What follows belongs to an exercise in optimizing a design on an open flow for small area; a production flow would make more cautious choices.
In this exercise RTL edits were held to simulation tests only and were not proved equivalent to the original.
Power is estimated from default activity; no workload was simulated.

// mipsim_core
module mipsim_core #(
    parameter BTB_ENTRIES = 16,    
    parameter RAS_DEPTH   = 8,     
    parameter DMEM_AW     = 8      
) (
    input  wire               clk,
    input  wire               rst,           
    input  wire [10:0]        prog_len,      
    output wire [31:0]        pc,            
    input  wire [31:0]        imem_rdata,    
    output wire               dmem_re,       
    output wire               dmem_we,       
    output wire [DMEM_AW-1:0] dmem_addr,     
    output wire [31:0]        dmem_wdata,
    input  wire [31:0]        dmem_rdata,    
    output wire               wb_en,         
    output wire [4:0]         wb_rd,
    output wire [31:0]        wb_data,
    output wire [2:0]         fault,         
    output wire               done           
);
    localparam [2:0] F_NONE = 3'd0, F_REGZERO = 3'd1, F_MEMRANGE = 3'd3,
                     F_UNDERFLOW = 3'd4, F_OVERFLOW = 3'd5;
    reg  [31:0] pc_r;
    reg         stalled_prev;
    reg  [2:0]  fault_r;
    reg         pf_hold;
    reg         f_valid;
    reg  [31:0] f_ir;
    reg         d_valid;
    reg  [7:0]  d_cls;        
    reg  [25:0] d_ir;         
    reg  [11:0] d_fall_s;     
    reg         d_pred;       
    reg  [31:0] d_opa;        
    reg         e_valid;
    reg         e_hd;         
    reg  [4:0]  e_dest;
    reg         e_lw;
    reg         e_sw;
    reg  [31:0] e_result;     
    reg  [DMEM_AW-1:0] e_addr;
    reg         e_inr;        
    reg         m_valid;
    reg         m_w;          
    reg  [4:0]  m_dest;
    reg  [31:0] m_result;
    reg  [31:0] regs [1:31];
    reg  [15:0] btb_vt;
    reg  [7:0]  btb_tag [0:15];   
    reg  [11:0] ras [0:7];        
    reg  [3:0]  ras_sp;
    function automatic [11:0] dec;
        input [31:0] w;
        reg [5:0] op, fn;
        reg r, lo;
        begin
            op = w[31:26];
            fn = w[5:0];
            lo = !op[5];
            r  = lo && !op[3] && !op[2] && !op[1];
            dec = 12'd0;
  ...
clock: 9.0 ns
lec_check: 0
cap_margin: 20
core_margin: 2
core_utilization: 40
setup_slack_margin: 0.6
slew_margin: 20
standard.sh (not shown) runs the stock make flow with config.mk's settings and CLKGATE_MAP_FILE= SYNTH_SCRIPT=/design/flow/synth_recipe.tcl, a recipe that flattens the netlist after the stock synthesis.
==> flow/flow/run.sh <==
#!/bin/bash
# Layout flow: the standard flow (standard.sh) with two changes.
#
# 1. Synthesis is the standard flow's synthesis script unchanged except for the ABC
#    script that maps the combinational logic: flow/abc_area.script, an
#    area-oriented mapping (relaxed delay, no buffering or upsizing in ABC;
#    the layout's resizer repairs slew and timing). Flip-flops are mapped
#    before ABC runs, so the registers, their names and cells are the same
#    as the standard synthesis's.
# 2. Layout settings passed to ORFS through the environment: port buffers
#    use the smallest buffer (every port still gets one), and the clock tree
#    uses larger sink clusters and no dummy loads.
#
# Each tool's full output is kept in the ORFS log folder
# (orfs/logs/<platform>/mipsim_core/base/); make's output goes to synth.log and
# standard.log.
set -euo pipefail
cd "$(dirname "$0")/.."
W=$PWD

sed 's|^  log_cmd abc {\*}\$abc_args$|  set abc_args [lreplace $abc_args 1 1 '"$W"'/flow/abc_area.script]\n  log_cmd abc {*}$abc_args|' \
  "$FLOW_HOME/scripts/synth.tcl" > synth_area.tcl
grep -q "flow/abc_area.script" synth_area.tcl
sed "s|\$::env(SCRIPTS_DIR)/synth.tcl|$W/synth_area.tcl|" synth_recipe.tcl > synth_recipe_area.tcl
grep -q "synth_area.tcl" synth_recipe_area.tcl
sed "s|SYNTH_SCRIPT=[^ ]*synth_recipe.tcl|SYNTH_SCRIPT=$W/synth_recipe_area.tcl|" standard.sh > standard_area.sh
grep -q "synth_recipe_area.tcl" standard_area.sh

export BUFFER_PORTS_ARGS="-buffer_cell sky130_fd_sc_hd__buf_1"
export CTS_ARGS="-sink_clustering_enable -repair_clock_nets -sink_clustering_size 30 -sink_clustering_max_diameter 80 -dont_use_dummy_load"

bash standard_area.sh synth > synth.log 2>&1
bash standard.sh finish > standard.log 2>&1
==> flow/flow/abc_area.script <==
&get -n
&st
&dch -f
&nf -R 1000 -p
&st
&syn2
&if -g -K 6
&synch2
&nf -R 1000 -p
&st
&syn2
&if -g -K 6
&synch2
&nf -R 1000 -p
&st
&dch -f
&nf -R 1000 -p
&put
topo
stime -c
dnsize -c
The baseline passed the timing, DRC and antenna checks.
Then changed:
--- a/flow/flow/run.sh
+++ b/flow/flow/run.sh
@@ -28,5 +28,5 @@
 
 export BUFFER_PORTS_ARGS="-buffer_cell sky130_fd_sc_hd__buf_1"
-export CTS_ARGS="-sink_clustering_enable -repair_clock_nets -sink_clustering_size 30 -sink_clustering_max_diameter 80 -dont_use_dummy_load"
+export CTS_ARGS="-sink_clustering_enable -repair_clock_nets -sink_clustering_size 30 -sink_clustering_max_diameter 70 -dont_use_dummy_load"
 
 bash standard_area.sh synth > synth.log 2>&1
Settings changed: SETUP_SLACK_MARGIN 0.6 to 0.2.
Result: Total power rises by 1.7%; sequential power barely changes; design area came out higher by about 0.7%; wire length climbs by 2.2%.
Then changed:
==> flow/run.sh (new file) <==
#!/bin/bash
# synth_recipe.tcl (not shown) runs the flow's synth.tcl, then flattens the netlist and writes it again
# the make line also repeats each setting of config.mk as NAME=value (left out here)
make -C /OpenROAD-flow-scripts/flow DESIGN_CONFIG=/design/flow/config.mk WORK_HOME=/design/flow/orfs CLKGATE_MAP_FILE= SYNTH_SCRIPT=/design/flow/synth_recipe.tcl finish
Settings changed: CTS_CLUSTER_DIAMETER from default to 60, CTS_CLUSTER_SIZE from default to 30, SETUP_SLACK_MARGIN 0.2 to default.
removed: flow/flow/run.sh
removed: flow/flow/abc_area.script
removed: flow/standard.sh
Result:
- synthesized cell count came out higher by 19%
- final area came out higher by 7.4%
- routed wire length came out lower by 2.1%
- area after synthesis came out higher by 7.3%
Then changed:
==> flow/flow/run.sh (new file) <==
#!/bin/bash
# Layout flow: the standard flow (standard.sh) with two changes.
#
# 1. Synthesis is the standard flow's synthesis script unchanged except for the ABC
#    script that maps the combinational logic: flow/abc_area.script, an
#    area-oriented mapping (relaxed delay, no buffering or upsizing in ABC;
#    the layout's resizer repairs slew and timing). Flip-flops are mapped
#    before ABC runs, so the registers, their names and cells are the same
#    as the standard synthesis's.
# 2. Layout settings passed to ORFS through the environment: port buffers
#    use the smallest buffer (every port still gets one), and the clock tree
#    uses larger sink clusters and no dummy loads.
#
# Each tool's full output is kept in the ORFS log folder
# (orfs/logs/<platform>/mipsim_core/base/); make's output goes to synth.log and
# standard.log.
set -euo pipefail
cd "$(dirname "$0")/.."
W=$PWD

sed 's|^  log_cmd abc {\*}\$abc_args$|  set abc_args [lreplace $abc_args 1 1 '"$W"'/flow/abc_area.script]\n  log_cmd abc {*}$abc_args|' \
  "$FLOW_HOME/scripts/synth.tcl" > synth_area.tcl
grep -q "flow/abc_area.script" synth_area.tcl
sed "s|\$::env(SCRIPTS_DIR)/synth.tcl|$W/synth_area.tcl|" synth_recipe.tcl > synth_recipe_area.tcl
grep -q "synth_area.tcl" synth_recipe_area.tcl
sed "s|SYNTH_SCRIPT=[^ ]*synth_recipe.tcl|SYNTH_SCRIPT=$W/synth_recipe_area.tcl|" standard.sh > standard_area.sh
grep -q "synth_recipe_area.tcl" standard_area.sh

export BUFFER_PORTS_ARGS="-buffer_cell sky130_fd_sc_hd__buf_1"
export CTS_ARGS="-sink_clustering_enable -repair_clock_nets -sink_clustering_size 30 -sink_clustering_max_diameter 60 -dont_use_dummy_load"

bash standard_area.sh synth > synth.log 2>&1
bash standard.sh finish > standard.log 2>&1
==> flow/flow/abc_area.script (new file) <==
&get -n
&st
&dch -f
&nf -R 1000 -p
&st
&syn2
&if -g -K 6
&synch2
&nf -R 1000 -p
&st
&syn2
&if -g -K 6
&synch2
&nf -R 1000 -p
&st
&dch -f
&nf -R 1000 -p
&put
topo
stime -c
dnsize -c
==> flow/standard.sh (new file) <==
#!/bin/bash
# synth_recipe.tcl (not shown) runs the flow's synth.tcl, then flattens the netlist and writes it again
# the make line also repeats each setting of config.mk as NAME=value (left out here)
make -C /OpenROAD-flow-scripts/flow DESIGN_CONFIG=/design/flow/config.mk WORK_HOME=/design/flow/orfs CLKGATE_MAP_FILE= SYNTH_SCRIPT=/design/flow/synth_recipe.tcl "${@:-finish}"
Settings changed: CTS_CLUSTER_DIAMETER 60 to default, CTS_CLUSTER_SIZE 30 to default, SETUP_SLACK_MARGIN from default to 0.6.
removed: flow/run.sh
The changed run completed with no timing, DRC or antenna violations.
Via count is lower by 5.2%.
Routed wire length increases by 0.49%.
Sequential cell count is unchanged.
Cell count decreases by 8.4%.
Maximum frequency climbs by 5.0%.
Register-to-register slack improves by 410 ps.
Worst setup slack is better by 410 ps.
Non-clock buffer count grows by 43.

[static timing again, ports no longer ideal]
How much do the figures lean on ideal ports? The routed layouts below were timed once more, with nothing changed but the port constraints. Step 1: set_driving_cell puts a clkbuf_16 on clk and a buf_2 on each other input, an assumption about the parent block. Step 2 moves the port delays by t, midway between the first and last clock arrival at a register: inputs arrive t later, outputs are due t later. That takes back most of the time a late clock gives input paths. Slacks: ideal ports / drivers / drivers and shift; pairs: ideal ports / drivers.
| run | shift t [ns] | setup slack, ns | hold WS [ns] | worst data-port slew with drivers (ns) |
|---|---|---|---|---|
| the first run | 0.801 | 0.930 / 0.930 / 0.930 | 0.412 / 0.412 / 0.412 | 0.05 |
| the second run | 0.849 | 0.456 / 0.456 / 0.456 | 0.462 / 0.462 / 0.462 | 0.10 |
| the third run | 0.875 | 0.547 / 0.547 / 0.547 | 0.466 / 0.466 / 0.466 | 0.12 |
| the fourth run | 0.833 | 0.953 / 0.953 / 0.953 | 0.412 / 0.412 / 0.412 | 0.07 |
After both steps setup and hold are still met in every run listed.
